This design comes from an exercise in tuning for a short achievable clock period and few clock cycles per item on the open sky130 flow, not from production work.
Function was checked by simulation only, so behaviour that the tests miss may differ from the original.
The flow treats the clock pin as an ideal source, which a real chip does not have.
No activity file was given, so power comes from the tool's default toggle rates.

===== flow/flow/run.sh =====
#!/bin/bash
set -euo pipefail
export SETUP_SLACK_MARGIN=5.6
bash standard.sh > standard.log 2>&1

===== flow/standard.sh =====
#!/bin/bash
# synth_recipe.tcl (not shown) runs the flow's synth.tcl, then flattens the netlist and writes it again
# the make line also repeats each setting of config.mk as NAME=value (left out here)
make -C /OpenROAD-flow-scripts/flow DESIGN_CONFIG=/design/flow/config.mk WORK_HOME=/design/flow/orfs CLKGATE_MAP_FILE= SYNTH_SCRIPT=/design/flow/synth_recipe.tcl "${@:-finish}"

===== flow/config.mk =====
export PLATFORM = sky130hd
export DESIGN_NAME = dnp3_rx
export DESIGN_NICKNAME = dnp3_rx
export VERILOG_FILES = /design/flow/design.v
export SDC_FILE = /design/flow/constraint.sdc
export NUM_CORES = 4
export LEC_CHECK = 0
export ABC_CLOCK_PERIOD_IN_PS = 1000
export CAP_MARGIN = 20
export CORE_MARGIN = 2
export CORE_UTILIZATION = 40
export PLACE_DENSITY = 0.6
export SLEW_MARGIN = 20

===== flow/constraint.sdc =====
create_clock -name core_clock -period 8.0 [get_ports {clk}]
set_input_delay 1.6000 -clock core_clock [delete_from_list [all_inputs] [get_ports {clk}]]
set_output_delay 1.6000 -clock core_clock [all_outputs]
set_load 0.01 [all_outputs]

===== flow/design.v =====
module dnp3_rx (
    input  wire        clk,
    input  wire        rst,
    input  wire        cmd_valid,
    output reg         cmd_ready,
    input  wire [8:0]  cmd_len,
    input  wire        in_valid,
    output reg         in_ready,
    input  wire [31:0] in_data,
    output reg         res_valid,
    output reg  [3:0]  res_err,
    output reg  [16:0] res_mask,
    output reg  [6:0]  res_sum,
    output reg  [4:0]  res_nblk,
    output reg  [7:0]  res_len,
    output reg  [7:0]  res_ctrl,
    output reg  [15:0] res_dst,
    output reg  [15:0] res_src
);
    localparam [3:0] E_OK       = 4'd0,
                     E_LENGTH   = 4'd1,
                     E_INTEGRITY= 4'd3,
                     E_CLEN     = 4'd4,
                     E_RANGE    = 4'd6,
                     E_BADFNC   = 4'd8,
                     E_ADDRESS  = 4'd9,
                     E_STARTMARK= 4'd10;
    localparam [15:0] RES1 = 16'hD2BD,
                      RES2 = 16'hE3B5,
                      RES3 = 16'h1AA2,
                      RES4 = 16'h66C5;
    function [15:0] crcb;
        input [15:0] s;
        input [7:0]  b;
        integer j;
        reg [15:0] c;
        begin
            c = s ^ {8'd0, b};
            for (j = 0; j < 8; j = j + 1)
                c = c[0] ? ((c >> 1) ^ 16'hA6BC) : (c >> 1);
            crcb = c;
        end
    endfunction
    function [15:0] lane_term;
        input integer ln;
        input integer d;
        input [7:0]   b;
        integer i;
        reg [15:0] c;
        begin
            c = 16'd0;
            for (i = 0; i < 4; i = i + 1)
                c = crcb(c, (i == ln) ? b : 8'd0);
            for (i = 0; i < 4 * d; i = i + 1)
                c = crcb(c, 8'd0);
            lane_term = c;
        end
    endfunction
    function [14:0] beat_class;
        input [8:0] p;
        input       last;
        input [1:0] k;
        input       r1, r2, r3;
        reg         split, endb, chk;
        reg  [3:0]  emask, nmask, dn, pd;
        reg  [1:0]  esel;
        begin
            split = p[2] && !last;
            endb  = p[6] && !last;
            chk   = last || split || endb;
            if (last) begin
                esel = k;
                case (k)
                    2'd1:    emask = 4'b0001;
                    2'd2:    emask = 4'b0011;
                    2'd3:    emask = 4'b0111;
                    default: emask = 4'b1111;
                endcase
            end else if (split) begin
                esel = 2'd2;  emask = 4'b0011;
            end else if (endb) begin
                esel = 2'd0;  emask = 4'b1111;
            end else begin
                esel = 2'd0;  emask = 4'b0000;
            end
            nmask = (last || endb) ? 4'b0000 : split ? 4'b1100 : 4'b1111;
            pd = (p[7] || p[2]) ? 4'b1000 :
                 (p[8] || p[3]) ? 4'b0100 :
                 (p[0] || p[4]) ? 4'b0010 : 4'b0001;
            if (r1)                         dn = 4'b0001;
            else if (r2 && !pd[0])          dn = 4'b0010;
            else if (r3 && (pd[3] | pd[2])) dn = 4'b0100;
            else                            dn = pd;
            beat_class = {chk, emask, esel, nmask, dn};
        end
    endfunction
    reg         in_v1, cmd_v1;
    reg  [31:0] in_d1;
    reg  [8:0]  cmd_len1;
    wire        cmd_x = cmd_valid & cmd_ready;
    always @(posedge clk) begin
        in_d1    <= in_data;
        cmd_len1 <= cmd_len;
        if (rst) begin
            in_v1  <= 1'b0;
            cmd_v1 <= 1'b0;
        end else begin
            in_v1  <= in_valid & in_ready;
            cmd_v1 <= cmd_x;
        end
    end
    localparam integer FW = 1 + 1 + 15 + 2 + 7 + 4 + 8 + 1;
    reg  [FW-1:0] fq [0:1];
    reg         fq_wp, fq_rp;
    reg  [1:0]  fq_cnt;
    reg         zpend;           
    wire [6:0]  c_nb   = cmd_len1[8:2] + {6'd0, |cmd_len1[1:0]};
    wire        c_zero = (cmd_len1 == 9'd0);
    wire        c_b1   = (c_nb == 7'd1);
    wire [6:0]  c_r2   = c_nb - 7'd2;    
    wire [14:0] c_cls0 = beat_class(9'b1, c_b1, cmd_len1[1:0],
                                    c_nb == 7'd2, c_nb == 7'd3, c_nb == 7'd4);
    wire [7:0]  c_ex   = cmd_len1[7:0] - 8'd5;    
    wire        c_range = (cmd_len1 >= 9'd10) && (cmd_len1 <= 9'd292);
    wire [FW-1:0] c_ent = {c_zero, c_b1, c_cls0, cmd_len1[1:0], c_r2,
                           c_nb == 7'd2, c_nb == 7'd3, c_nb == 7'd4,
                           c_nb == 7'd5, c_ex, c_range};
    wire [FW-1:0] h_ent = fq[fq_rp];
    wire        h_z    = h_ent[FW-1];
    wire        h_b1   = h_ent[FW-2];
    wire [14:0] h_cls0 = h_ent[FW-3 -: 15];
    wire [1:0]  h_k    = h_ent[FW-18 -: 2];
    wire [6:0]  h_r2   = h_ent[FW-20 -: 7];
    wire        h_n2   = h_ent[12];
    wire        h_n3   = h_ent[11];
    wire        h_n4   = h_ent[10];
    wire        h_n5   = h_ent[9];
    wire [7:0]  h_ex   = h_ent[8:1];
    wire        h_range = h_ent[0];
    wire        h_ne   = (fq_cnt != 2'd0);
    reg         nf;         
    reg         nsec;       
    reg  [8:0]  np;         
    reg  [6:0]  nrem;       
    reg         nlast;      
    reg         nr1, nr2, nr3, nr4;   
    reg  [14:0] ncls;       
    reg  [1:0]  fk;         
    reg  [4:0]  fblk;       
    reg  [7:0]  fex;        
    reg         frange;     
    wire        bv     = in_v1;
    wire        first  = nf;
    wire [14:0] cls    = first ? h_cls0 : ncls;
    wire        chk    = cls[14];
    wire [3:0]  emask  = cls[13:10];
    wire [1:0]  esel   = cls[9:8];
    wire [3:0]  nmask  = cls[7:4];
    wire [3:0]  dn     = cls[3:0];
    wire        last   = first ? h_b1 : nlast;
    wire [4:0]  blk    = first ? 5'd0 : fblk;
    wire [7:0]  ex     = first ? h_ex : fex;
    wire [8:0]  p_c    = first ? 9'b1 : np;
    wire [1:0]  k_c    = first ? h_k : fk;
    wire        rng    = first ? h_range : frange;
    wire        tile_c = rng && !(p_c[2] && (k_c == 2'd3 || k_c == 2'd0)) &&
                                !(p_c[7] && (k_c == 2'd1 || k_c == 2'd2));
    wire [1:0]  k_f    = first ? h_k : fk;
    wire [8:0]  p_n    = first ? 9'b10 : {np[7:0], np[8]};
    wire [6:0]  rem_n  = first ? h_r2 : nrem - 7'd1;
    wire        last_n = first ? h_n2 : nr1;
    wire        r1_n   = first ? h_n3 : nr2;
    wire        r2_n   = first ? h_n4 : nr3;
    wire        r3_n   = first ? h_n5 : nr4;
    wire [14:0] cls_n  = beat_class(p_n, last_n, k_f, r1_n, r2_n, r3_n);
    wire        retire0 = nf && h_ne && h_z;      
    wire        pop     = (bv && first) || retire0;
    wire        push    = cmd_v1;
    reg         v2, chk2, tok2, tile2, first2, sec2;
    reg  [31:0] d2;
    reg  [3:0]  emask2, nmask2, dn2;
    reg  [1:0]  esel2;
    reg  [4:0]  nblk2, blk2;
    reg  [7:0]  ex2;
    always @(posedge clk) begin
        if (push) fq[fq_wp] <= c_ent;
        d2     <= in_d1;
        emask2 <= emask;
        nmask2 <= nmask;
        dn2    <= dn;
        esel2  <= esel;
        first2 <= bv && first;
        sec2   <= bv && nsec && !first;
        blk2  <= blk;
        nblk2 <= blk + 5'd1;
        ex2   <= ex;
        tile2 <= bv && tile_c;
        if (bv) begin
            np    <= p_n;
            nrem  <= rem_n;
            nlast <= last_n;
            nr1   <= r1_n;
            nr2   <= r2_n;
            nr3   <= r3_n;
            nr4   <= first ? (h_r2 == 7'd4) : (nrem == 7'd5);
            ncls  <= cls_n;
            fk    <= k_f;
            frange <= rng;
            fblk  <= chk ? blk + 5'd1 : blk;
            fex   <= chk ? ex - 8'd2 : ex;
            nsec  <= first && !last;
        end
        if (rst) begin
            fq_wp  <= 1'b0;
            fq_rp  <= 1'b0;
            fq_cnt <= 2'd0;
            zpend  <= 1'b0;
            nf     <= 1'b1;
            v2     <= 1'b0;
            chk2   <= 1'b0;
            tok2   <= 1'b0;
            cmd_ready <= 1'b1;
            in_ready  <= 1'b0;
        end else begin
            in_ready <= 1'b1;
            if (push) fq_wp <= !fq_wp;
            if (pop)  fq_rp <= !fq_rp;
            fq_cnt <= fq_cnt + {1'b0, push} - {1'b0, pop};
            zpend  <= (push && c_zero) || (zpend && !retire0);
            cmd_ready <= !cmd_x && !(push && c_zero) && !(zpend && !retire0) &&
                         ({1'b0, fq_cnt} + {2'd0, push} < 3'd2);
            if (bv) nf <= last;
            v2   <= bv;
            chk2 <= bv && chk;
            tok2 <= (bv && last) || retire0;
        end
    end
    reg  [15:0] nl_w [0:3];
    reg  [15:0] el_w [0:3];
    integer li;
    always @(*) begin
        for (li = 0; li < 4; li = li + 1) begin
            el_w[li] = emask2[li] ? lane_term(li, 0, d2[8*li +: 8]) : 16'd0;
            nl_w[li] = (nmask2[li] && dn2[0]) ? lane_term(li, 1, d2[8*li +: 8]) :
                       (nmask2[li] && dn2[1]) ? lane_term(li, 2, d2[8*li +: 8]) :
                       (nmask2[li] && dn2[2]) ? lane_term(li, 3, d2[8*li +: 8]) :
                       (nmask2[li] && dn2[3]) ? lane_term(li, 4, d2[8*li +: 8]) :
                       16'd0;
        end
    end
    wire [15:0] eres = (esel2 == 2'd1) ? RES1 : (esel2 == 2'd2) ? RES2 :
                       (esel2 == 2'd3) ? RES3 : RES4;
    reg         v3, chk3, tok3, tile3;
    reg  [15:0] nl3 [0:3];
    reg  [15:0] esum3;
    reg  [4:0]  nblk3, blk3;
    reg  [7:0]  ex3;
    reg         hstart;
    reg  [7:0]  hlen, hctrl;
    reg  [15:0] hdst, hsrc;
    always @(posedge clk) begin
        for (li = 0; li < 4; li = li + 1) begin
            nl3[li] <= nl_w[li];
        end
        esum3 <= el_w[0] ^ el_w[1] ^ el_w[2] ^ el_w[3] ^ eres;
        blk3  <= blk2;
        nblk3 <= nblk2;
        ex3   <= ex2;
        tile3 <= tile2;
        if (first2) begin
            hstart <= (d2[15:0] == 16'h6405);
            hlen   <= d2[23:16];
            hctrl  <= d2[31:24];
        end
        if (sec2) begin
            hdst <= d2[15:0];
            hsrc <= d2[31:16];
        end
        if (rst) begin
            v3   <= 1'b0;
            chk3 <= 1'b0;
            tok3 <= 1'b0;
        end else begin
            v3   <= v2;
            chk3 <= chk2;
            tok3 <= tok2;
        end
    end
    reg         hf_len, hf_fnc, hf_fcv, hf_res, hf_srcff, hf_eq, hf_start;
    wire        prm      = hctrl[6];
    wire [3:0]  fnc      = hctrl[3:0];
    always @(posedge clk) begin
        hf_len   <= (hlen < 8'd5);
        hf_fnc   <= !(prm ? (fnc == 4'd0 || fnc == 4'd1 || fnc == 4'd2 ||
                             fnc == 4'd3 || fnc == 4'd4 || fnc == 4'd9)
                          : (fnc == 4'd0 || fnc == 4'd1 || fnc == 4'd11));
        hf_fcv   <= prm && (hctrl[4] != ((fnc == 4'd2) || (fnc == 4'd3)));
        hf_res   <= !prm && hctrl[5];
        hf_srcff <= (hsrc == 16'hFFFF);
        hf_eq    <= (hdst == hsrc);
        hf_start <= hstart;
    end
    reg  [15:0] acc;
    reg  [15:0] x4;
    reg         chk4, tok4, tile4, start_ok4, lenfail4, hbad4;
    reg  [4:0]  blk4;
    reg  [2:0]  hidx4;
    reg  [3:0]  errnc4;
    reg  [7:0]  hlen4, hctrl4;
    reg  [15:0] hdst4, hsrc4;
    reg  [4:0]  nblk4;
    wire [15:0] nsum = nl3[0] ^ nl3[1] ^ nl3[2] ^ nl3[3];
    reg  [2:0]  hidx;
    reg  [3:0]  herr;
    always @(*) begin
        hidx = 3'd0;
        herr = E_OK;
        if (hf_len) begin
            hidx = 3'd1; herr = E_RANGE;
        end else if (hf_fnc) begin
            hidx = 3'd2; herr = E_BADFNC;
        end else if (hf_fcv) begin
            hidx = 3'd3; herr = E_RANGE;
        end else if (hf_res) begin
            hidx = 3'd4; herr = E_RANGE;
        end else if (hf_srcff) begin
            hidx = 3'd5; herr = E_ADDRESS;
        end else if (hf_eq) begin
            hidx = 3'd6; herr = E_ADDRESS;
        end
    end
    always @(posedge clk) begin
        if (v3)
            acc <= (chk3 ? 16'd0 : acc) ^ nsum;
        x4        <= acc ^ esum3;
        blk4      <= blk3;
        nblk4     <= nblk3;
        tile4     <= tile3;
        start_ok4 <= hf_start;
        lenfail4  <= (hlen != ex3);
        hidx4     <= hidx;
        hbad4     <= (hidx != 3'd0);
        errnc4    <= !tile3 ? E_LENGTH : !hf_start ? E_STARTMARK :
                     (hidx != 3'd0) ? herr : (hlen != ex3) ? E_CLEN : E_OK;
        hlen4     <= hlen;
        hctrl4    <= hctrl;
        hdst4     <= hdst;
        hsrc4     <= hsrc;
        if (rst) begin
            acc  <= 16'd0;
            chk4 <= 1'b0;
            tok4 <= 1'b0;
        end else begin
            chk4 <= chk3;
            tok4 <= tok3;
        end
    end
    reg  [16:0] macc;       
    reg         macc_any;
    wire        fail4   = chk4 && (x4 != 16'd0);
    wire [16:0] bit4    = 17'd1 << blk4;
    wire [16:0] maskf   = macc | (bit4 & {17{fail4}});
    wire        crcfail = macc_any || fail4;
    always @(posedge clk) begin
        if (rst) begin
            macc      <= 17'd0;
            macc_any  <= 1'b0;
            res_valid <= 1'b0;
        end else begin
            macc      <= tok4 ? 17'd0 : maskf;
            macc_any  <= !tok4 && crcfail;
            res_valid <= tok4;
        end
        res_err  <= (tile4 && start_ok4 && crcfail) ? E_INTEGRITY : errnc4;
        res_mask <= tile4 ? maskf : 17'd0;
        res_sum  <= (tile4 && start_ok4) ?
                    {hidx4, 1'b0, lenfail4, hbad4, crcfail} : 7'd0;
        res_nblk <= tile4 ? nblk4 : 5'd0;
        res_len  <= tile4 ? hlen4 : 8'd0;
        res_ctrl <= tile4 ? hctrl4 : 8'd0;
        res_dst  <= tile4 ? hdst4 : 16'd0;
        res_src  <= tile4 ? hsrc4 : 16'd0;
    end
endmodule

==> flow_summary.toml, run 1 <==
[power_and_ir_drop]
comb_power_share_pct = 45.8
ir_worst_vdd_v = 0.000245
p_seq_share_pct = 31.3
swShare_pct = 34.8
power.internal_mw = 7.83
p_per_area_nw_per_um2 = 356
clkPwrFrac_pct = 22.9
p_leak_nw = 13.0
switchingPower_mw = 4.18

[sta]
setup_viol = 0
worstMarginPinSlew_ps = 1100
finalHoldViolations = 0
setup_tns_ps = 0
fin_crit_ps = 3360
finClkSkew_ps = 20.2
holdWs_ps = 324
max_clock_freq_mhz = 297
slew_violations = 0
setup_ws_ps = 4640
rsz0062_at_grt = "yes"
max_slew_margin_pct = 26.7
period_share_pct = 42.0

[placement]
post_dp_cell_area_um2 = 28100
dp_worst_setup_slack_ps = 4030
io_buffer_count = 127
gp_congestion = 0.900
hpwl_mm = 48.6

[yosys]
synthCells = 2294
yosysSeqAreaShare_pct = 52.4
ys_warn_count = 4
synth_area_um2 = 25600
yosysUniqueCellTypes = 71
syn_area_per_cell_um2 = 11.2
synth-edff-count = 160
ys_ff_latch = 591
async_reset_ff_share_pct = 0
ys.flop_type = "dfxtp_1"

[drt]
avgRoutedWirePerCell_um = 20.7
drtPass1Iterations = 5
viasPerCell = 5.01
vias = 17500
wl_mm = 72.3
final_antenna_net_count = 0
drc = 0
drt_iter0_drc = 1191

[outcome]
status = "no timing/DRC/antenna violations"

[finish]
drive_gt1_share_pct = 28.2
finalNetCount = 2658
final_cell_mix = "dfxtp_1 (350), xnor2_1 (332), buf_4 (170)"
layout_commonest_cell = "dfxtp_1"
fin_util_pct = 53.4
area_delta_synth_final_pct = 31.8
postLayoutCellArea_um2 = 33800

[critical_path]
cp_common_cell = "xnor2_2"
worst-setup-path-type = "flop to flop"
critPathBufInv = 2
max_stage_delay_ps = 530
path_cells = "buf_12, ha_4, xnor2_4, xnor2_2, xor3_1, buf_6, xor2_4, xnor2_2, xnor3_2, xnor3_1, o21ai_1"
cp-start-kind = "flop"
cp_top_family = "XOR/XNOR gates"
arrival_ps = 3900
cp.required_ps = 8540
crit_path_end_kind = "flop"
crit_fanout = 6
cp_slowest_cell = "xor3_1"

[clocking]
htreeDepth = 2
cts.reportedPaths.clkPinSlew_ps = 60
clock-sinks = 591
cts_tree = "done"
root_buffer = "clkbuf_16"
clk_path_buf_depth = 3
insertion_delay_ps = 630
cts_made_buffers = 60

[die]
die_h_um = 257
die-area_um2 = 66100
coreArea_um2 = 63200
io_pins = 129
rows = 92
chipWidth_um = 257
start_util_pct = 40.5

[global_routing]
grt_pass1_wl_mm = 107
groute.usage.overall_pct = 21.2
grt_start_max_net_pins = 77
grt_pass1_vias = 17500
antenna_found_initial = 2
gr-total-overflow = 0

[worst_hold_path]
holdCritPathClass = "flop to flop"

[job]
maxCapViolations = 0
sequential cells by signal, summed over array words and instances, names as in the netlist, 17 cells and up, named ones only:
register,count
nl3,64
fq,60
d2,32
in_d1,32
macc,17
res_mask,17
power by group through the flow:
stage	sequential [mW]	combinational [mW]	clock [mW]
after floorplan	3.69	3.19	0
after global placement	3.82	4.04	0
after detailed placement	3.82	4.05	0
after CTS	3.76	4.78	2.79
after global routing	3.79	5.81	2.93
final	3.76	5.50	2.74
Yosys cell counts (21+ instances only):
master / number / share of area, %
nor2_1: 139 / 2.0
and2_1: 72 / 1.8
edfxtp_1: 160 / 19
nor2b_1: 50 / 1.2
dfxtp_1: 431 / 34
clkbuf_1: 83 / 1.2
o21ai_0: 65 / 1.3
mux2i_1: 30 / 1.2
a21oi_1: 84 / 1.6
xnor2_1: 435 / 15
nand2_1: 131 / 1.9
o221ai_1: 24 / 0.82
ha_1: 21 / 1.0
nand2b_1: 22 / 0.54
inv_1: 44 / 0.64
xor2_1: 205 / 7.0
routing by layer:
metal | global-route usage (%) | wire length, um | share of wire [%]
met1 | 29.6 | 32600 | 45
met2 | 33.6 | 33000 | 46
met3 | 3.55 | 4600 | 6.4
met4 | 6.56 | 2120 | 2.9
met5 | 0 | 0 | 0
path summary, 6_finish.rpt:
| path | from | end | slack [ps] | depth (start not counted) |
|---|---|---|---|---|
| setup / recovery | d2[2] | nl3[0][8] | 4640 | 11 |
| hold / removal | in_d1[21] | d2[21] | 320 | 0 |
| setup reg to reg | d2[2] | nl3[0][8] | 4640 | 11 |
| hold reg to reg | in_d1[21] | d2[21] | 320 | 0 |
repair_timing:
item	in CTS	in global routing
cloned	0	1
pin swaps	86	83
hold endpoints to repair	0	0
gates resized for setup	593	192
buffers inserted	115	83
hold buffers	0	0
setup endpoints to repair	207	183
worst reg2reg max path: stages (launching register included):
cell	delay, ps
dfxtp_2	330
buf_12	120
ha_4	380
xnor2_4	120
xnor2_2	310
xor3_1	530
buf_6	150
xor2_4	150
xnor2_2	200
xnor3_2	490
xnor3_1	370
o21ai_1	140
stage by stage:
stage               total power [mW]  instances
CTS                             11.3       3404
global route                    12.5       3488
detailed placement              7.87       3177
global placement                7.86       3177
finish                          12.0       3490
floorplan                       6.87       2294
final cells by class:
cell class | count | area, um^2
fillers | 5288 | 29400
multi-input cells | 1543 | 13800
flip-flops and latches | 591 | 13600
repair buffers | 350 | 3150
clock buffers | 82 | 1690
well taps | 846 | 1060
clock inverters | 30 | 264
inverters | 45 | 188
repair inverters | 1 | 5.00
diodes | 2 | 5.00
cells by family after synthesis:
group | after synthesis | synth area share, %
AOI/OAI and AO/OA | 307 | 7.83
xor gates and xnor gates | 681 | 25.3
adders and majority gates | 21 | 1.03
buffers and inverters | 160 | 2.50
DFF | 591 | 52.4
muxes | 39 | 1.57
other | 1 | 0.0146
and+or+nand+nor | 494 | 9.36
Testbench counts, summed over its fixed seeds: cycles 12,403, frames 320.
==> run 2: changes to the inputs <==
--- a/flow/config.mk
+++ b/flow/config.mk
@@ -5,7 +5,7 @@
 export SDC_FILE = /design/flow/constraint.sdc
 export NUM_CORES = 4
 export LEC_CHECK = 0
-export ABC_CLOCK_PERIOD_IN_PS = 1000
+export ABC_CLOCK_PERIOD_IN_PS = 300
 export CAP_MARGIN = 20
 export CORE_MARGIN = 2
 export CORE_UTILIZATION = 40
==> run 2 against run 1 <==
Compared with the run above: total power did not move; cell area is the same; clock power is essentially flat; critical path depth stayed put; sequential power barely moved; sequential share of layout area did not move; non-clock buffer count unchanged; clock skew did not move; critical path type unchanged; largest cell class unchanged; highest routed layer unchanged.
==> flow_summary.toml, run 2 <==
[global_routing]
grt_start_max_net_pins = 77
groute.usage.overall_pct = 21.2
gr-total-overflow = 0
antenna_found_initial = 2
grt_pass1_vias = 17500
grt_pass1_wl_mm = 107

[yosys]
yosysTopAreaCell = "dfxtp_1"
synth_area_um2 = 25600
async_reset_ff_share_pct = 0
synthMostInstantiatedCell = "xnor2_1"
syn_area_per_cell_um2 = 11.2
synth_top_family_by_area = "XOR/XNOR gates"
ys_ff_latch = 591
synth_common_cells = "xnor2_1 (435), dfxtp_1 (431), xor2_1 (205)"
synthCells = 2294
ys_warn_count = 4
synth_compound_area_share_pct = 7.83
synth_fa_ha_area_share_pct = 1.03
yosys-top-cells-area = "dfxtp_1 (34%), edfxtp_1 (19%), xnor2_1 (15%), xor2_1 (7.0%), nor2_1 (2.0%)"
synth-edff-count = 160
ys.flop_type = "dfxtp_1"
yosys.area_share.simple_pct = 9.36
yosysTopAreaCellShare_pct = 33.7
yosysUniqueCellTypes = 71
synth_xor_area_share_pct = 25.3
yosysSeqAreaShare_pct = 52.4
synth_mux_area_share_pct = 1.57

[clocking]
clk_path_buf_depth = 3
htreeDepth = 2
ctsHoldBuffers = 0
root_buffer = "clkbuf_16"
cts_tree = "done"
cts.reportedPaths.clkPinSlew_ps = 60
cts_made_buffers = 60
clock-sinks = 591
insertion_delay_ps = 630

[outcome]
status = "no timing/DRC/antenna violations"

[sta]
worstMarginPinSlew_ps = 1100
finClkSkew_ps = 20.2
max_slew_margin_pct = 26.7
max_clock_freq_mhz = 297
period_share_pct = 42.0
rsz0062_at_grt = "yes"
fin_crit_ps = 3360
slew_violations = 0
setup_tns_ps = 0
finalHoldViolations = 0
setup_viol = 0

[placement]
post_dp_cell_area_um2 = 28100
gp_congestion = 0.900
place_inst = 3177
hpwl_mm = 48.6
io_buffer_count = 127

[drt]
drt_iter0_drc = 1191
wl_mm = 72.3
drtPass1Iterations = 5
viasPerCell = 5.01
avgRoutedWirePerCell_um = 20.7
final_antenna_net_count = 0
vias = 17500
drc = 0

[critical_path]
endpoint = "nl3[0][8]"
cp-start-kind = "flop"
cp.required_ps = 8540
path_cells = "buf_12, ha_4, xnor2_4, xnor2_2, xor3_1, buf_6, xor2_4, xnor2_2, xnor3_2, xnor3_1, o21ai_1"
cp_top_family = "XOR/XNOR gates"
arrival_ps = 3900
r2r_setup_slack_ps = 4640
cp_slowest_cell = "xor3_1"
reg2reg_to = "nl3[0][8]"
cp_common_cell = "xnor2_2"
cp-startpoint = "d2[2]"
crit_fanout = 6
r2r_start = "d2[2]"
crit_path_end_kind = "flop"
cp.depth = 11
critPathBufInv = 2
reg2reg_depth = 11
max_stage_delay_ps = 530
worst-setup-path-type = "flop to flop"

[power_and_ir_drop]
ir_worst_vdd_v = 0.000245
p_leak_nw = 13.0
power_mw = 12.0
p_per_area_nw_per_um2 = 356

[finish]
drive_gt1_share_pct = 28.2
layout_commonest_cell = "dfxtp_1"
top_regs = "nl3 x64, fq x60"
postLayoutCellArea_um2 = 33800
largest_reg_flops = 64
regMostFlops = "nl3"
fin_util_pct = 53.4
finalNetCount = 2658
stdcell_count = 3490
final_cell_mix = "dfxtp_1 (350), xnor2_1 (332), buf_4 (170)"
area_delta_synth_final_pct = 31.8

[die]
die_h_um = 257
coreArea_um2 = 63200
start_util_pct = 40.5
io_pins = 129
die-area_um2 = 66100
chipWidth_um = 257
rows = 92

[worst_hold_path]
holdCritPathClass = "flop to flop"

[job]
maxCapViolations = 0
-- run 2: cell counts after synthesis --
Identical to the previous run, type by type.
-- run 2: logic make-up after synthesis --
family,after synthesis
simple gates,494
fa+ha+maj,21
other cells,1
mux,39
flops,591
xor+xnor,681
buf+inv,160
compound gates,307
-- run 2: per-stage QoR --
| stage | hold WS (ps) | setup slack [ps] |
|---|---|---|
| final | 324 | 4640 |
| after detailed placement | 312 | 4030 |
| after global placement | 311 | 4150 |
| after floorplan | 310 | 4670 |
| after CTS | 326 | 4710 |
| after global routing | 329 | 4570 |
-- run 2: how the worst min path moves through the flow --
| stage | from | to | slack (ps) | cells after the start |
|---|---|---|---|---|
| 3_3_place_gp | nblk3[1] | nblk4[1] | 310 | 0 |
| 3_5_place_dp | in_d1[2] | d2[2] | 310 | 0 |
| 2_1_floorplan | in_d1[3] | d2[3] | 310 | 0 |
| 5_1_grt | in_d1[5] | d2[5] | 330 | 0 |
| 6_report | in_d1[21] | d2[21] | 320 | 0 |
| 4_1_cts | in_d1[2] | d2[2] | 330 | 0 |
-- run 2: per-layer routing --
metal | share of wire [%] | global-route usage [%] | routed length (um) | vias up
met5 | 0 | 0 | 0 | -
met4 | 2.9 | 6.56 | 2120 | 0
met3 | 6.4 | 3.55 | 4600 | 115
met2 | 46 | 33.6 | 33000 | 598
met1 | 45 | 29.6 | 32600 | 8508
li1 | - | - | - | 8253
-- run 2: final cells by class --
| type | instances | area, um^2 |
|---|---|---|
| diodes | 2 | 5.00 |
| clock buffers | 82 | 1690 |
| clock inverters | 30 | 264 |
| fillers | 5288 | 29400 |
| inverters | 45 | 188 |
| multi-input cells | 1543 | 13800 |
| flip-flops and latches | 591 | 13600 |
| well taps | 846 | 1060 |
| repair buffers | 350 | 3150 |
| repair inverters | 1 | 5.00 |
-- run 2: report_power, final --
part	switching [mW]	leakage, nW	internal, mW
Combinational	2.74	6.96	2.76
Clock	1.17	0.953	1.58
Sequential	0.272	5.06	3.49
Total	4.18	13.0	7.83
-- run 2: repair_timing --
item	in CTS	in global routing
pin swaps	86	83
gates cloned	0	1
setup buffers	115	83
endpoints found under the hold margin	0	0
endpoints found under the setup margin	207	183
resized for setup	593	192
==> run 3: changes to the inputs <==
==> flow/flow/run.sh (replaced) <==
#!/bin/bash
set -euo pipefail
export SETUP_SLACK_MARGIN=5.6
export POST_CTS_TCL="$PWD/flow/clock_top.tcl"
bash standard.sh > standard.log 2>&1
==> flow/flow/clock_top.tcl (new file) <==
# Rebuild the top of the clock tree that CTS made. CTS gives a root buffer,
# one H-tree level of buffers and the leaf buffers that drive the flip-flops.
# Here the root and H-tree buffers are replaced by NROOT buffers placed next
# to the clock port, each driving the leaf buffers of one part of the die, so
# every flip-flop's clock passes two buffers instead of three. The leaf
# buffers and their flip-flop clusters are kept as CTS made them.
proc rebuild_clock_top {nroot} {
  set db [ord::get_db]
  set block [ord::get_db_block]
  set clknet [$block findNet clk]
  set master [$db findMaster sky130_fd_sc_hd__clkbuf_16]

  # walk the buffer tree from the clock port: a buffer that drives a
  # flip-flop is a leaf; one that drives buffers is above the leaves; cells
  # whose output drives nothing are CTS's dummy loads
  set tree {}
  set leaves {}
  set front [list $clknet]
  while {[llength $front]} {
    set next {}
    foreach net $front {
      foreach it [$net getITerms] {
        if {[$it isOutputSignal]} continue
        set inst [$it getInst]
        set on "NULL"
        foreach ot [$inst getITerms] {
          if {[$ot isOutputSignal] && [$ot getNet] ne "NULL"} { set on [$ot getNet] }
        }
        if {$on eq "NULL"} { lappend tree $inst; continue }
        if {![string match "sky130_fd_sc_hd__clkbuf_*" [[$inst getMaster] getName]]} {
          error "clock top: unexpected cell [$inst getName] in the clock tree"
        }
        set nff 0
        foreach lt [$on getITerms] {
          if {[$lt getInst] == $inst} continue
          if {[string match "*__*df*" [[[$lt getInst] getMaster] getName]]} { incr nff }
        }
        if {$nff > 0} {
          lappend leaves $inst
        } else {
          lappend tree $inst
          lappend next $on
        }
      }
    }
    set front $next
  }
  puts "clock top: [llength $tree] root/H-tree/dummy buffers, [llength $leaves] leaf buffers"

  # leaf buffers' inputs are left unconnected for now
  foreach leaf $leaves { [$leaf findITerm A] disconnect }
  foreach inst $tree {
    set nets {}
    foreach it [$inst getITerms] {
      if {[$it getNet] ne "NULL" && [$it isOutputSignal]} { lappend nets [$it getNet] }
      $it disconnect
    }
    odb::dbInst_destroy $inst
    foreach on $nets {
      if {[llength [$on getITerms]] == 0 && [llength [$on getBTerms]] == 0} { odb::dbNet_destroy $on }
    }
  }

  # clock port position, pulled inside the core
  set bt [$block findBTerm clk]
  set bb [$bt getBBox]
  set px [expr {([$bb xMin] + [$bb xMax]) / 2}]
  set py [expr {([$bb yMin] + [$bb yMax]) / 2}]
  set core [$block getCoreArea]
  set px [expr {max([$core xMin], min([$core xMax] - 20000, $px))}]
  set py [expr {max([$core yMin], min([$core yMax] - 5440, $py))}]

  # split the leaves into nroot groups by angle around the die centre
  set die [$block getDieArea]
  set cx [expr {([$die xMin] + [$die xMax]) / 2.0}]
  set cy [expr {([$die yMin] + [$die yMax]) / 2.0}]
  set keyed {}
  foreach leaf $leaves {
    set b [$leaf getBBox]
    set x [expr {([$b xMin] + [$b xMax]) / 2.0}]
    set y [expr {([$b yMin] + [$b yMax]) / 2.0}]
    lappend keyed [list [expr {atan2($y - $cy, $x - $cx)}] $leaf]
  }
  set keyed [lsort -real -index 0 $keyed]
  set n [llength $keyed]
  for {set r 0} {$r < $nroot} {incr r} {
    set inst [odb::dbInst_create $block $master "clkbuf_root_${r}_clk"]
    $inst setLocation $px $py
    $inst setPlacementStatus PLACED
    [$inst findITerm A] connect $clknet
    set net [odb::dbNet_create $block "clknet_root_${r}_clk"]
    $net setSigType CLOCK
    [$inst findITerm X] connect $net
    set lo [expr {($n * $r) / $nroot}]
    set hi [expr {($n * ($r + 1)) / $nroot}]
    for {set i $lo} {$i < $hi} {incr i} {
      [[lindex $keyed $i 1] findITerm A] connect $net
    }
    puts "clock top: [$inst getName] drives [expr {$hi - $lo}] leaf buffers"
  }
  global_connect
}

# Run as ORFS's POST_CTS_TCL hook, after CTS and its timing repair.
rebuild_clock_top 4
detailed_placement
check_placement -verbose
estimate_parasitics -placement
report_clock_latency
--- a/flow/config.mk
+++ b/flow/config.mk
@@ -5,7 +5,7 @@
 export SDC_FILE = /design/flow/constraint.sdc
 export NUM_CORES = 4
 export LEC_CHECK = 0
-export ABC_CLOCK_PERIOD_IN_PS = 300
+export ABC_CLOCK_PERIOD_IN_PS = 2000
 export CAP_MARGIN = 20
 export CORE_MARGIN = 2
 export CORE_UTILIZATION = 40
==> run 3 against run 2 <==
Compared with the run above: synthesized area is the same; combinational power is essentially flat; wire length shrank 0.15%; clock skew grew 35 ps; core utilization is essentially flat; sequential cell count is the same; critical endpoint unchanged; cell area is essentially flat; synthesized cell count is the same; register-to-register slack is essentially flat; still clean on timing, DRC and antenna; sequential power is essentially flat; critical path type unchanged; largest power group unchanged.
==> flow_summary.toml, run 3 <==
[finish]
drive_gt1_share_pct = 28.4
top_regs = "nl3 x64, fq x60"
area_delta_synth_final_pct = 31.9
fin_util_pct = 53.5
regMostFlops = "nl3"
stdcell_count = 3488
final_cell_mix = "dfxtp_1 (349), xnor2_1 (329), buf_4 (173)"
multiInputGateArea_um2 = 13900
diodes = 0
finalNetCount = 2663
fill_cells = 5271
layout_commonest_cell = "dfxtp_1"
largest_reg_flops = 64
regArea_um2 = 13600

[yosys]
syn_area_per_cell_um2 = 11.2
synth_area_um2 = 25600
yosys-top-cells-area = "dfxtp_1 (34%), edfxtp_1 (19%), xnor2_1 (15%), xor2_1 (7.0%), nor2_1 (2.0%)"
synth_common_cells = "xnor2_1 (435), dfxtp_1 (431), xor2_1 (205)"
yosysTopAreaCellShare_pct = 33.7
synth-edff-count = 160
yosysUniqueCellTypes = 71
yosysTopAreaCell = "dfxtp_1"
synthMostInstantiatedCell = "xnor2_1"
yosysSeqAreaShare_pct = 52.4
synthCells = 2294
ys.flop_type = "dfxtp_1"
ys_ff_latch = 591
ys_warn_count = 4
async_reset_ff_share_pct = 0

[sta]
max_clock_freq_mhz = 298
slew_violations = 0
max_slew_margin_pct = 27.3
worstMarginPinSlew_ps = 1090
fin_crit_ps = 3350
finalHoldViolations = 0
period_share_pct = 41.9
setup_viol = 0
setup_ws_ps = 4650
setup_tns_ps = 0
rsz0062_at_grt = "yes"
finClkSkew_ps = 55.3

[power_and_ir_drop]
swShare_pct = 34.9
p_seq_share_pct = 31.4
ir_worst_vdd_v = 0.000466
p_per_area_nw_per_um2 = 354
switchingPower_mw = 4.17
p_leak_nw = 13.0
power.internal_mw = 7.79
comb_power_share_pct = 46.3
power_mw = 12.0
clkPwrFrac_pct = 22.3

[drt]
wl_mm = 72.2
viasPerCell = 4.97
drtPass1Iterations = 5
drt_iter0_drc = 1089
final_antenna_net_count = 0
vias = 17300
drc = 0
avgRoutedWirePerCell_um = 20.7

[global_routing]
antenna_found_initial = 3
grt_start_max_net_pins = 77
grt_pass1_vias = 17400
groute.usage.overall_pct = 20.9
grt_pass1_wl_mm = 107
gr-total-overflow = 0

[clocking]
cts.reportedPaths.clkPinSlew_ps = 60
insertion_delay_ps = 460
cts_tree = "done"
clock-sinks = 591

[critical_path]
crit_path_end_kind = "flop"
cp_common_cell = "xnor2_2"
cp_slowest_cell = "xor3_1"
path_cells = "buf_12, ha_4, xnor2_4, xnor2_2, xor3_1, buf_6, xor2_4, xnor2_2, xnor3_2, xnor3_1, o21ai_1"
arrival_ps = 3740
worst-setup-path-type = "flop to flop"
crit_fanout = 6
cp-start-kind = "flop"
cp_top_family = "XOR/XNOR gates"
max_stage_delay_ps = 530
critPathBufInv = 2
cp.required_ps = 8380

[worst_hold_path]
holdCritPathClass = "flop to flop"

[die]
die-area_um2 = 66100
io_pins = 129
die_h_um = 257
chipWidth_um = 257
start_util_pct = 40.5
rows = 92
coreArea_um2 = 63200

[placement]
place_inst = 3177
gp_congestion = 0.900
dp_worst_setup_slack_ps = 4030
hpwl_mm = 48.6
io_buffer_count = 127

[job]
maxCapViolations = 0

[outcome]
status = "no timing/DRC/antenna violations"
run 3: worst reg2reg max path, stage by stage, from the launching register on:
cell	delay, ps
dfxtp_2	330
buf_12	120
ha_4	380
xnor2_4	120
xnor2_2	310
xor3_1	530
buf_6	150
xor2_4	150
xnor2_2	210
xnor3_2	500
xnor3_1	360
o21ai_1	140
run 3: power by group through the flow:
| stage | combinational, mW | sequential [mW] | clock, mW |
|---|---|---|---|
| after floorplan | 3.19 | 3.69 | 0 |
| after global placement | 4.04 | 3.82 | 0 |
| after detailed placement | 4.05 | 3.82 | 0 |
| after global routing | 5.83 | 3.80 | 2.86 |
| final | 5.53 | 3.76 | 2.67 |
run 3: final timing paths:
kind	from	end	slack [ps]	cells after the start
min reg2reg	ex2[3]	ex3[3]	310	0
min	ex2[3]	ex3[3]	310	0
max	d2[2]	nl3[0][8]	4650	11
max reg2reg	d2[2]	nl3[0][8]	4650	11
run 3: logic make-up (layout without fill, tap and decap cells):
group	count (synthesis)	in the layout	share of synthesized area [%]
AOI/OAI and AO/OA	307	307	7.83
other	1	1	0.0146
DFF	591	591	52.4
buffers and inverters	160	507	2.50
xor gates and xnor gates	681	681	25.3
adders and majority gates	21	21	1.03
and+or+nand+nor	494	495	9.36
muxes	39	39	1.57
run 3: area by class of cell, clock buffers not listed:
class	instances	share of cell area, %
plain buffers	4	0.296
clock inverters	29	0.722
inverters	45	0.563
multi-input cells	1544	41.0
flip-flops and latches	591	40.3
well taps	846	3.13
repair buffers	352	9.42
repair inverters	1	0.0148
run 3: metrics by stage:
step | area (um^2) | hold slack, ps
finish | 33800 | 309
global placement | 28100 | 311
detailed placement | 28100 | 312
global route | 33800 | 300
floorplan | 26200 | 310
run 3: layer usage:
layer  vias up  share of wire [%]  global-route usage [%]
met1      8366                 45                    29.0
met5         -                  0                       0
met2       563                 44                    32.7
li1       8251                  -                       -
met4         0                3.9                    6.96
met3       151                7.3                    4.13
==> run 4: changes to the inputs <==
--- a/flow/design.v
+++ b/flow/design.v
@@ -29,33 +29,6 @@
                       RES2 = 16'hE3B5,
                       RES3 = 16'h1AA2,
                       RES4 = 16'h66C5;
-    function [15:0] crcb;
-        input [15:0] s;
-        input [7:0]  b;
-        integer j;
-        reg [15:0] c;
-        begin
-            c = s ^ {8'd0, b};
-            for (j = 0; j < 8; j = j + 1)
-                c = c[0] ? ((c >> 1) ^ 16'hA6BC) : (c >> 1);
-            crcb = c;
-        end
-    endfunction
-    function [15:0] lane_term;
-        input integer ln;
-        input integer d;
-        input [7:0]   b;
-        integer i;
-        reg [15:0] c;
-        begin
-            c = 16'd0;
-            for (i = 0; i < 4; i = i + 1)
-                c = crcb(c, (i == ln) ? b : 8'd0);
-            for (i = 0; i < 4 * d; i = i + 1)
-                c = crcb(c, 8'd0);
-            lane_term = c;
-        end
-    endfunction
     function [14:0] beat_class;
         input [8:0] p;
         input       last;
@@ -235,24 +208,32 @@
             tok2 <= (bv && last) || retire0;
         end
     end
+    wire [15:0] lt_w [0:3][0:4];
+    genvar gl, gd;
+    generate
+        for (gl = 0; gl < 4; gl = gl + 1) begin : g_lane
+            for (gd = 0; gd < 5; gd = gd + 1) begin : g_dist
+                dnp3_rx_lane #(.LN(gl), .D(gd)) u_map (
+                    .b(d2[8*gl +: 8]), .y(lt_w[gl][gd]));
+            end
+        end
+    endgenerate
     reg  [15:0] nl_w [0:3];
     reg  [15:0] el_w [0:3];
     integer li;
     always @(*) begin
         for (li = 0; li < 4; li = li + 1) begin
-            el_w[li] = emask2[li] ? lane_term(li, 0, d2[8*li +: 8]) : 16'd0;
-            nl_w[li] = (nmask2[li] && dn2[0]) ? lane_term(li, 1, d2[8*li +: 8]) :
-                       (nmask2[li] && dn2[1]) ? lane_term(li, 2, d2[8*li +: 8]) :
-                       (nmask2[li] && dn2[2]) ? lane_term(li, 3, d2[8*li +: 8]) :
-                       (nmask2[li] && dn2[3]) ? lane_term(li, 4, d2[8*li +: 8]) :
-                       16'd0;
+            el_w[li] = {16{emask2[li]}} & lt_w[li][0];
+            nl_w[li] = ({16{nmask2[li] & dn2[0]}} & lt_w[li][1]) |
+                       ({16{nmask2[li] & dn2[1]}} & lt_w[li][2]) |
+                       ({16{nmask2[li] & dn2[2]}} & lt_w[li][3]) |
+                       ({16{nmask2[li] & dn2[3]}} & lt_w[li][4]);
         end
     end
-    wire [15:0] eres = (esel2 == 2'd1) ? RES1 : (esel2 == 2'd2) ? RES2 :
-                       (esel2 == 2'd3) ? RES3 : RES4;
     reg         v3, chk3, tok3, tile3;
     reg  [15:0] nl3 [0:3];
-    reg  [15:0] esum3;
+    reg  [15:0] el3 [0:3];
+    reg  [1:0]  esel3;
     reg  [4:0]  nblk3, blk3;
     reg  [7:0]  ex3;
     reg         hstart;
@@ -261,8 +242,9 @@
     always @(posedge clk) begin
         for (li = 0; li < 4; li = li + 1) begin
             nl3[li] <= nl_w[li];
+            el3[li] <= el_w[li];
         end
-        esum3 <= el_w[0] ^ el_w[1] ^ el_w[2] ^ el_w[3] ^ eres;
+        esel3 <= esel2;
         blk3  <= blk2;
         nblk3 <= nblk2;
         ex3   <= ex2;
@@ -310,6 +292,9 @@
     reg  [15:0] hdst4, hsrc4;
     reg  [4:0]  nblk4;
     wire [15:0] nsum = nl3[0] ^ nl3[1] ^ nl3[2] ^ nl3[3];
+    wire [15:0] eres = (esel3 == 2'd1) ? RES1 : (esel3 == 2'd2) ? RES2 :
+                       (esel3 == 2'd3) ? RES3 : RES4;
+    wire [15:0] esum = el3[0] ^ el3[1] ^ el3[2] ^ el3[3] ^ eres;
     reg  [2:0]  hidx;
     reg  [3:0]  herr;
     always @(*) begin
@@ -332,7 +317,7 @@
     always @(posedge clk) begin
         if (v3)
             acc <= (chk3 ? 16'd0 : acc) ^ nsum;
-        x4        <= acc ^ esum3;
+        x4        <= acc ^ esum;
         blk4      <= blk3;
         nblk4     <= nblk3;
         tile4     <= tile3;
@@ -382,3 +367,37 @@
         res_src  <= tile4 ? hsrc4 : 16'd0;
     end
 endmodule
+module dnp3_rx_lane #(
+    parameter integer LN = 0,
+    parameter integer D  = 0
+) (
+    input  wire [7:0]  b,
+    output wire [15:0] y
+);
+    function [15:0] crcb;
+        input [15:0] s;
+        input [7:0]  v;
+        integer j;
+        reg [15:0] c;
+        begin
+            c = s ^ {8'd0, v};
+            for (j = 0; j < 8; j = j + 1)
+                c = c[0] ? ((c >> 1) ^ 16'hA6BC) : (c >> 1);
+            crcb = c;
+        end
+    endfunction
+    function [15:0] lane_term;
+        input [7:0] v;
+        integer i;
+        reg [15:0] c;
+        begin
+            c = 16'd0;
+            for (i = 0; i < 4; i = i + 1)
+                c = crcb(c, (i == LN) ? v : 8'd0);
+            for (i = 0; i < 4 * D; i = i + 1)
+                c = crcb(c, 8'd0);
+            lane_term = c;
+        end
+    endfunction
+    assign y = lane_term(b);
+endmodule
--- a/flow/config.mk
+++ b/flow/config.mk
@@ -9,5 +9,7 @@
 export CAP_MARGIN = 20
 export CORE_MARGIN = 2
 export CORE_UTILIZATION = 40
+export CTS_BUF_LIST = sky130_fd_sc_hd__clkbuf_8
 export PLACE_DENSITY = 0.6
 export SLEW_MARGIN = 20
+export SYNTH_HIERARCHICAL = 1
==> run 4 against run 3 <==
Compared with the run above: critical path depth down 10; critical endpoint is now res_len[3]; sequential power increased by 5.6%; die area up 7.9%; wire length is 16% lower; synthesized cell count is essentially flat; sequential cell count grew 50; worst hold slack improved by 7.9 ps; clock skew shrank 14 ps; still clean; register-to-register slack better by 1000 ps; first-iteration DRC count fell by 8.4%; synthesized area rose by 8.0%; combinational power down 63%.
==> flow_summary.toml, run 4 <==
[yosys]
synth_common_cells = "dfxtp_1 (481), xnor2_1 (385), edfxtp_1 (160)"
ys.flop_type = "dfxtp_1"
syn_area_per_cell_um2 = 12.1
ys_ff_latch = 641
async_reset_ff_share_pct = 0
yosysSeqAreaShare_pct = 52.2
yosysUniqueCellTypes = 75
synth_area_um2 = 27700
synthMostInstantiatedCell = "dfxtp_1"
synth-edff-count = 160
yosys-top-cells-area = "dfxtp_1 (35%), edfxtp_1 (17%), xnor2_1 (12%), xor2_1 (4.7%), xnor3_1 (4.0%)"
synthCells = 2293
ys_warn_count = 35
yosysTopAreaCell = "dfxtp_1"
yosysTopAreaCellShare_pct = 34.8

[critical_path]
cp.required_ps = 6400
critPathBufInv = 1
arrival_ps = 910
crit_fanout = 1
path_cells = "buf_6"
max_stage_delay_ps = 330
worst-setup-path-type = "flop to primary output"
cp_slowest_cell = "dfxtp_2"
cp-start-kind = "flop"
crit_path_end_kind = "primary output"
cp_top_family = "flip-flops"

[sta]
slew_violations = 0
fin_crit_ps = 2510
setup_tns_ps = 0
max_slew_margin_pct = 27.8
finalHoldViolations = 0
period_share_pct = 31.4
finClkSkew_ps = 40.9
max_clock_freq_mhz = 398
setup_viol = 0
holdWs_ps = 317
worstMarginPinSlew_ps = 1080
rsz0062_at_grt = "yes"

[die]
die-area_um2 = 71300
start_util_pct = 40.3
coreArea_um2 = 68600
die_h_um = 267
io_pins = 129
rows = 96
chipWidth_um = 267

[drt]
drtPass1Iterations = 5
viasPerCell = 4.72
avgRoutedWirePerCell_um = 17.6
drc = 0
final_antenna_net_count = 0
drt_iter0_drc = 997
wl_mm = 60.6
vias = 16200

[finish]
top_regs = "el3 x64, nl3 x64, fq x60"
area_delta_synth_final_pct = 15.8
drive_gt1_share_pct = 17.1
final_cell_mix = "dfxtp_1 (441), xnor2_1 (383), edfxtp_1 (160)"
stdcell_count = 3440
regArea_um2 = 14500
diodes = 0
multiInputGateArea_um2 = 12400
layout_commonest_cell = "dfxtp_1"
fill_cells = 6145
finalNetCount = 2497

[placement]
place_inst = 3242
gp_congestion = 0.811
io_buffer_count = 127
hpwl_mm = 39.8

[global_routing]
antenna_found_initial = 1
grt_pass1_vias = 16600
grt_pass1_wl_mm = 94.1
grt_start_max_net_pins = 80
gr-total-overflow = 0
groute.usage.overall_pct = 16.6

[clocking]
insertion_delay_ps = 470
clock-sinks = 641
cts.reportedPaths.clkPinSlew_ps = 60
cts_tree = "done"

[power_and_ir_drop]
p_leak_nw = 12.9
p_per_area_nw_per_um2 = 281
ir_worst_vdd_v = 0.000968

[job]
maxCapViolations = 0

[outcome]
status = "no timing/DRC/antenna violations"

[worst_hold_path]
holdCritPathClass = "flop to flop"
-- run 4: changes by cell type in the layout (fill, tap and decap cells not counted), moves of 36 or more --
cell / previous run / this run
a22oi_1: 4 / 129
clkbuf_8: 6 / 130
buf_4: 173 / 53
dfxtp_1: 349 / 441
and2_1: 69 / 134
xnor2_2: 76 / 15
nor2_1: 138 / 82
clkbuf_16: 60 / 5
xnor2_1: 329 / 383
buf_6: 86 / 34
a21oi_1: 77 / 29
xnor3_1: 4 / 49
xnor2_4: 40 / 3
inv_1: 35 / 71
-- run 4: final cells by class, clock buffers not listed --
type	count	share of cell area (%)
tap	931	3.64
multi-input combinational	1454	38.7
inverter	42	0.492
clock inverter	53	1.18
timing repair buffer	185	4.81
sequential	641	45.2
buffer	4	0.313
-- run 4: through the flow --
step / util, % / total power, mW / setup WS [ps] / area [um^2]
2_1_floorplan: - / 5.57 / 5600 / 27800
3_3_place_gp: 43.3 / 6.06 / 4560 / 29700
6_report: 46.7 / 9.02 / 5490 / 32000
5_1_grt: 46.7 / 9.49 / 5440 / 32000
3_5_place_dp: 43.3 / 6.08 / 4460 / 29700
-- run 4: metal layers --
layer	GRT usage (%)	part of all wire [%]
met1	22.7	46
met4	4.69	2.9
met3	2.37	4.7
met2	27.4	46
met5	0	0.021
-- run 4: worst paths after layout --
kind               start          to  slack (ps)  depth (start not counted)
max           res_len[3]  res_len[3]        5490                          1
min             in_d1[2]       d2[2]         320                          0
max reg2reg  cmd_len1[0]   fq[0][23]        5690                         10
min reg2reg     in_d1[2]       d2[2]         320                          0
-- run 4: cell families (layout without fill, tap and decap cells) --
family	after synthesis	in the layout	synth area share, %
AND/OR/NAND/NOR	476	476	9.07
other	4	14	0.0543
XOR/XNOR	652	652	26.1
adder cells (fa/ha/maj)	19	19	0.859
multiplexers	41	41	1.62
flip-flops	641	641	52.2
AO/OA/AOI/OAI	252	252	6.41
buffers and inverters	208	414	3.66
-- run 4: power breakdown --
part           leakage, nW  total, mW  switching [mW]  internal (mW)
clock                 1.29       2.99            1.27           1.72
combinational         6.12       2.05            1.05           1.00
sequential            5.47       3.97           0.223           3.74
Testbench counts of run 4, summed over its fixed seeds: cycles 12,403, frames 320.
==> run 5: changes to the inputs <==
--- a/flow/config.mk
+++ b/flow/config.mk
@@ -9,7 +9,8 @@
 export CAP_MARGIN = 20
 export CORE_MARGIN = 2
 export CORE_UTILIZATION = 40
-export CTS_BUF_LIST = sky130_fd_sc_hd__clkbuf_8
+export CTS_CLUSTER_DIAMETER = 60
+export CTS_CLUSTER_SIZE = 25
 export PLACE_DENSITY = 0.6
 export SLEW_MARGIN = 20
 export SYNTH_HIERARCHICAL = 1
==> run 5 against run 4 <==
Compared with the run above: synthesized area is the same; clock skew grew 15 ps; combinational power is essentially flat; maximum frequency is essentially flat; largest power group unchanged; highest routed layer is now met4.
==> flow_summary.toml, run 5 <==
[die]
die_h_um = 267
start_util_pct = 40.3
die-area_um2 = 71300
rows = 96
io_pins = 129
coreArea_um2 = 68600
chipWidth_um = 267

[yosys]
synth-edff-count = 160
synth_area_um2 = 27700
async_reset_ff_share_pct = 0
ys.flop_type = "dfxtp_1"
yosys-top-cells-area = "dfxtp_1 (35%), edfxtp_1 (17%), xnor2_1 (12%), xor2_1 (4.7%), xnor3_1 (4.0%)"
ys_warn_count = 35
yosysSeqAreaShare_pct = 52.2
yosysTopAreaCellShare_pct = 34.8
synthCells = 2293
ys_ff_latch = 641
yosysTopAreaCell = "dfxtp_1"
synthMostInstantiatedCell = "dfxtp_1"
syn_area_per_cell_um2 = 12.1
yosysUniqueCellTypes = 75
synth_common_cells = "dfxtp_1 (481), xnor2_1 (385), edfxtp_1 (160)"

[finish]
fill_cells = 6127
final_cell_mix = "dfxtp_1 (440), xnor2_1 (383), edfxtp_1 (160)"
top_regs = "el3 x64, nl3 x64, fq x60"
stdcell_count = 3347
drive_gt1_share_pct = 15.3
diodes = 0
finalNetCount = 2443
area_delta_synth_final_pct = 14.5
layout_commonest_cell = "dfxtp_1"

[sta]
max_slew_margin_pct = 30.0
finClkSkew_ps = 55.6
holdWs_ps = 318
period_share_pct = 31.4
setup_tns_ps = 0
max_clock_freq_mhz = 398
finalHoldViolations = 0
rsz0062_at_grt = "yes"
fin_crit_ps = 2510
slew_violations = 0
worstMarginPinSlew_ps = 1050
setup_viol = 0

[drt]
drt_iter0_drc = 1074
vias = 15900
drtPass1Iterations = 5
final_antenna_net_count = 0
avgRoutedWirePerCell_um = 18.0
viasPerCell = 4.76
drc = 0
wl_mm = 60.1

[outcome]
status = "no timing/DRC/antenna violations"

[critical_path]
worst-setup-path-type = "flop to primary output"
cp_top_family = "flip-flops"
cp.depth = 1
crit_path_end_kind = "primary output"
crit_fanout = 1
critPathBufInv = 1
arrival_ps = 910
cp.required_ps = 6400
path_cells = "buf_6"
cp-start-kind = "flop"
max_stage_delay_ps = 340
reg2reg_depth = 10
cp_slowest_cell = "dfxtp_2"

[global_routing]
gr-total-overflow = 0
grt_pass1_vias = 16100
groute.usage.overall_pct = 16.6
grt_pass1_wl_mm = 93.6
antenna_found_initial = 0
grt_start_max_net_pins = 80

[worst_hold_path]
whs_path_depth = 0
holdCritPathClass = "flop to flop"

[clocking]
cts.reportedPaths.clkPinSlew_ps = 90
cts_tree = "done"
insertion_delay_ps = 460
clock-sinks = 641

[power_and_ir_drop]
p_leak_nw = 12.5
power_mw = 8.81
ir_worst_vdd_v = 0.000839
p_per_area_nw_per_um2 = 278

[job]
maxCapViolations = 0

[placement]
hpwl_mm = 39.8
io_buffer_count = 127
gp_congestion = 0.811
place_inst = 3242
==> run 5: cell counts after synthesis <==
Identical to the previous run, type by type.
==> run 5: metrics by stage <==
stage          instance area (um^2)  worst slack [ps]  util (%)
6_report                      31700              5490      46.2
5_1_grt                       31700              5440      46.2
3_5_place_dp                  29700              4460      43.3
3_3_place_gp                  29700              4560      43.3
2_1_floorplan                 27800              5600         -
==> run 5: worst reg2reg max path: stages, from the launching register on <==
cell and delay (ps):
dfxtp_4 370, inv_1 80, ha_1 200, inv_2 90, ha_4 160, ha_4 180
nand3_4 110, nor2_4 200, xnor2_4 160, nand3_2 130, or3_4 390
==> run 5: area by class of cell, clock buffers not listed <==
| class | count | area, um^2 | area share (%) |
|---|---|---|---|
| sequential | 641 | 14500 | 45.7 |
| inverter | 42 | 158 | 0.498 |
| clock inverter | 40 | 573 | 1.81 |
| timing repair buffer | 185 | 1560 | 4.92 |
| multi-input combinational | 1454 | 12400 | 39.2 |
| buffer | 4 | 100 | 0.316 |
| tap | 931 | 1160 | 3.68 |
==> run 5: final timing paths <==
path          startpoint          to  slack (ps)
max           res_len[3]  res_len[3]        5490
min             in_d1[2]       d2[2]         320
max reg2reg  cmd_len1[1]   fq[0][23]        5690
min reg2reg     in_d1[2]       d2[2]         320
==> run 5: cell families (layout without fill, tap and decap cells) <==
logic type                 Yosys count  after routing  synth area share, %
other                                4             14               0.0543
muxes                               41             41                 1.62
adders and majority gates           19             19                0.859
xor gates and xnor gates           652            652                 26.1
buffers and inverters              208            321                 3.66
DFF                                641            641                 52.2
and+or+nand+nor                    476            476                 9.07
AOI/OAI and AO/OA                  252            252                 6.41
==> run 5: per-layer routing <==
layer,part of all wire [%],GRT usage (%),up-vias
met5,0,0,-
met4,2.7,4.16,0
met3,4.7,2.22,88
met2,46,27.4,335
met1,46,23.0,7708
li1,-,-,7810
==> run 5: power by group <==
part | internal [mW] | leakage, nW | switching (mW) | total, mW
Clock | 1.43 | 0.912 | 1.37 | 2.79
Combinational | 1.00 | 6.13 | 1.05 | 2.06
Sequential | 3.74 | 5.47 | 0.222 | 3.96
Total | 6.17 | 12.5 | 2.64 | 8.81
==> run 6: changes to the inputs <==
--- a/flow/config.mk
+++ b/flow/config.mk
@@ -9,8 +9,6 @@
 export CAP_MARGIN = 20
 export CORE_MARGIN = 2
 export CORE_UTILIZATION = 40
-export CTS_CLUSTER_DIAMETER = 60
-export CTS_CLUSTER_SIZE = 25
 export PLACE_DENSITY = 0.6
 export SLEW_MARGIN = 20
 export SYNTH_HIERARCHICAL = 1
==> run 6 against run 5 <==
Compared with the run above: total power increased by 2.7%; worst hold slack improved by 3.2 ps; sequential cell count unchanged; final cell count increased by 0.81%; sequential share of layout area decreased by 0.33 points; via count increased by 0.78%; clock power increased by 8.2%; largest cell class unchanged; die area unchanged; synthesized area unchanged; wire length increased by 0.71%; clock skew decreased by 18 ps; critical endpoint is now res_len[6]; combinational power about the same.
==> flow_summary.toml, run 6 <==
[outcome]
status = "no timing/DRC/antenna violations"

[die]
io_pins = 129
die-area_um2 = 71300
coreArea_um2 = 68600
die_h_um = 267
chipWidth_um = 267
start_util_pct = 40.3
rows = 96

[global_routing]
grt_pass1_wl_mm = 94.4
groute.usage.overall_pct = 16.7
grt_pass1_vias = 16400
grt_busiest_layer = "met2"
gr-usage-met3_pct = 2.33
grt.met2_usage_pct = 27.7
antenna_found_initial = 0
gr-total-overflow = 0
grtUsageMet1_pct = 22.9
grt_start_max_net_pins = 80

[finish]
area_delta_synth_final_pct = 15.4
fill_cells = 6142
finalNetCount = 2463
drive_gt1_share_pct = 15.3
diodes = 0
layout_commonest_cell = "dfxtp_1"
top_regs = "el3 x64, nl3 x64, fq x60"
fin_util_pct = 46.5
final_cell_mix = "dfxtp_1 (439), xnor2_1 (383), edfxtp_1 (160)"

[critical_path]
critPathBufInv = 1
cp_top_family = "flip-flops"
crit_path_end_kind = "primary output"
cp.required_ps = 6400
arrival_ps = 920
max_stage_delay_ps = 330
cp_slowest_cell = "dfxtp_2"
crit_fanout = 1
cp-start-kind = "flop"
worst-setup-path-type = "flop to primary output"
path_cells = "buf_6"

[yosys]
synth-edff-count = 160
async_reset_ff_share_pct = 0
synth_area_um2 = 27700
yosys-top-cells-area = "dfxtp_1 (35%), edfxtp_1 (17%), xnor2_1 (12%), xor2_1 (4.7%), xnor3_1 (4.0%)"
synthCells = 2293
yosysTopAreaCell = "dfxtp_1"
ys.flop_type = "dfxtp_1"
syn_area_per_cell_um2 = 12.1
yosysSeqAreaShare_pct = 52.2
synthMostInstantiatedCell = "dfxtp_1"
ys_ff_latch = 641
yosysUniqueCellTypes = 75
yosysTopAreaCellShare_pct = 34.8
ys_warn_count = 35
synth_common_cells = "dfxtp_1 (481), xnor2_1 (385), edfxtp_1 (160)"

[sta]
slew_violations = 0
max_clock_freq_mhz = 397
max_slew_margin_pct = 28.4
setup_viol = 0
period_share_pct = 31.5
setup_ws_ps = 5480
fin_crit_ps = 2520
rsz0062_at_grt = "yes"
worstMarginPinSlew_ps = 1070
setup_tns_ps = 0
finalHoldViolations = 0
finClkSkew_ps = 37.8

[placement]
dp_worst_setup_slack_ps = 4460
gp_congestion = 0.811
hpwl_mm = 39.8
io_buffer_count = 127

[drt]
viasPerCell = 4.76
wl_mm = 60.5
vias = 16100
drc = 0
drtPass1Iterations = 5
avgRoutedWirePerCell_um = 17.9
final_antenna_net_count = 0
drt_iter0_drc = 1020

[clocking]
insertion_delay_ps = 480
clock-sinks = 641
cts.reportedPaths.clkPinSlew_ps = 60
cts_tree = "done"

[job]
maxCapViolations = 0

[worst_hold_path]
holdCritPathClass = "flop to flop"

[power_and_ir_drop]
power_mw = 9.05
ir_worst_vdd_v = 0.000997
p_leak_nw = 12.6
p_per_area_nw_per_um2 = 283
## run 6: changes by cell type in the layout (fill, tap and decap cells not counted), moves of 3 or more
cell	previous run	this run
clkbuf_8	1	4
inv_12	6	0
clkbuf_16	52	66
clkinv_1	0	7
clkinv_8	6	0
inv_8	5	0
inv_16	4	0
clkbuf_1	1	18
bufinv_16	4	7
inv_6	5	1
clkinv_4	5	2
clkinv_2	1	13
## run 6: cell type report, clock buffers not listed
type                            count  area (um^2)  area share, %
Sequential cell                   641        14500           45.4
Multi-Input combinational cell   1454        12400           38.9
Buffer                              4          100          0.314
Timing Repair Buffer              186         1570           4.93
Clock inverter                     32          343           1.07
Inverter                           42          158          0.494
Tap cell                          931         1160           3.65
## run 6: cell families after synthesis
logic type      count (synthesis)  synth area share [%]
simple gates                  476                  9.07
other cells                     4                0.0543
buf+inv                       208                  3.66
mux                            41                  1.62
fa+ha+maj                      19                 0.859
compound gates                252                  6.41
xor+xnor                      652                  26.1
flops                         641                  52.2
## run 6: final timing paths
check | slack, ps | start | cells past startpoint | endpoint
worst min-delay path | 320 | ex2[1] | 0 | ex3[1]
worst min register to register | 320 | ex2[1] | 0 | ex3[1]
worst max-delay path | 5480 | res_len[6] | 1 | res_len[6]
worst max register to register | 5700 | cmd_len1[0] | 10 | fq[0][23]
## run 6: power breakdown
part | total, mW | internal, mW | switching, mW
Clock | 3.02 | 1.77 | 1.26
Sequential | 3.97 | 3.74 | 0.222
Combinational | 2.06 | 1.00 | 1.06
## run 6: stage by stage
step	std cells	area, um^2	hold WS, ps
finish	3374	31900	321
global route	3374	31900	329
detailed placement	3242	29700	312
global placement	3242	29700	311
floorplan	2303	27800	310
## run 6: layer usage
metal	vias to the layer above	share of wire (%)	routed length, um
li1	7845	-	-
met1	7748	46	27600
met2	368	46	28100
met3	105	5.1	3070
met4	0	3.0	1810
met5	-	0	0

[separate check: timing with driven ports]
The results above use ideal ports. As a check the final layouts listed here were re-extracted and re-timed, cells and wires unchanged.
Step 1: set_driving_cell puts a clkbuf_16 on clk and a buf_2 on each other input, an assumption about the parent block.
Step 2 adds t to the input delays and takes it off the output delays; t is the mean of the earliest and latest rising clock arrival at the registers after step 1. Input paths then give back, and output paths get back, about the clock's delay inside the block.
Three values: ideal, step 1, step 2; two values: the first two.
run | t, ns | setup WS [ns] | worst register clock-pin slew, ns | pins driven straight from the clock port
run 1 | 0.670 | 4.638 / 4.638 / 4.638 | 0.06 / 0.06 | 1
run 2 | 0.670 | 4.638 / 4.638 / 4.638 | 0.06 / 0.06 | 1
run 3 | 0.483 | 4.645 / 4.645 / 4.645 | 0.06 / 0.06 | 4
run 4 | 0.499 | 5.490 / 5.438 / 5.211 | 0.07 / 0.07 | 4
run 5 | 0.484 | 5.489 / 5.438 / 5.279 | 0.09 / 0.09 | 4
run 6 | 0.514 | 5.481 / 5.430 / 5.270 | 0.07 / 0.07 | 4
After both steps setup and hold are still met in every run listed. The setup slack of run 4, which loses most, moves by -0.052 ns with the drivers and by -0.279 ns with both steps.
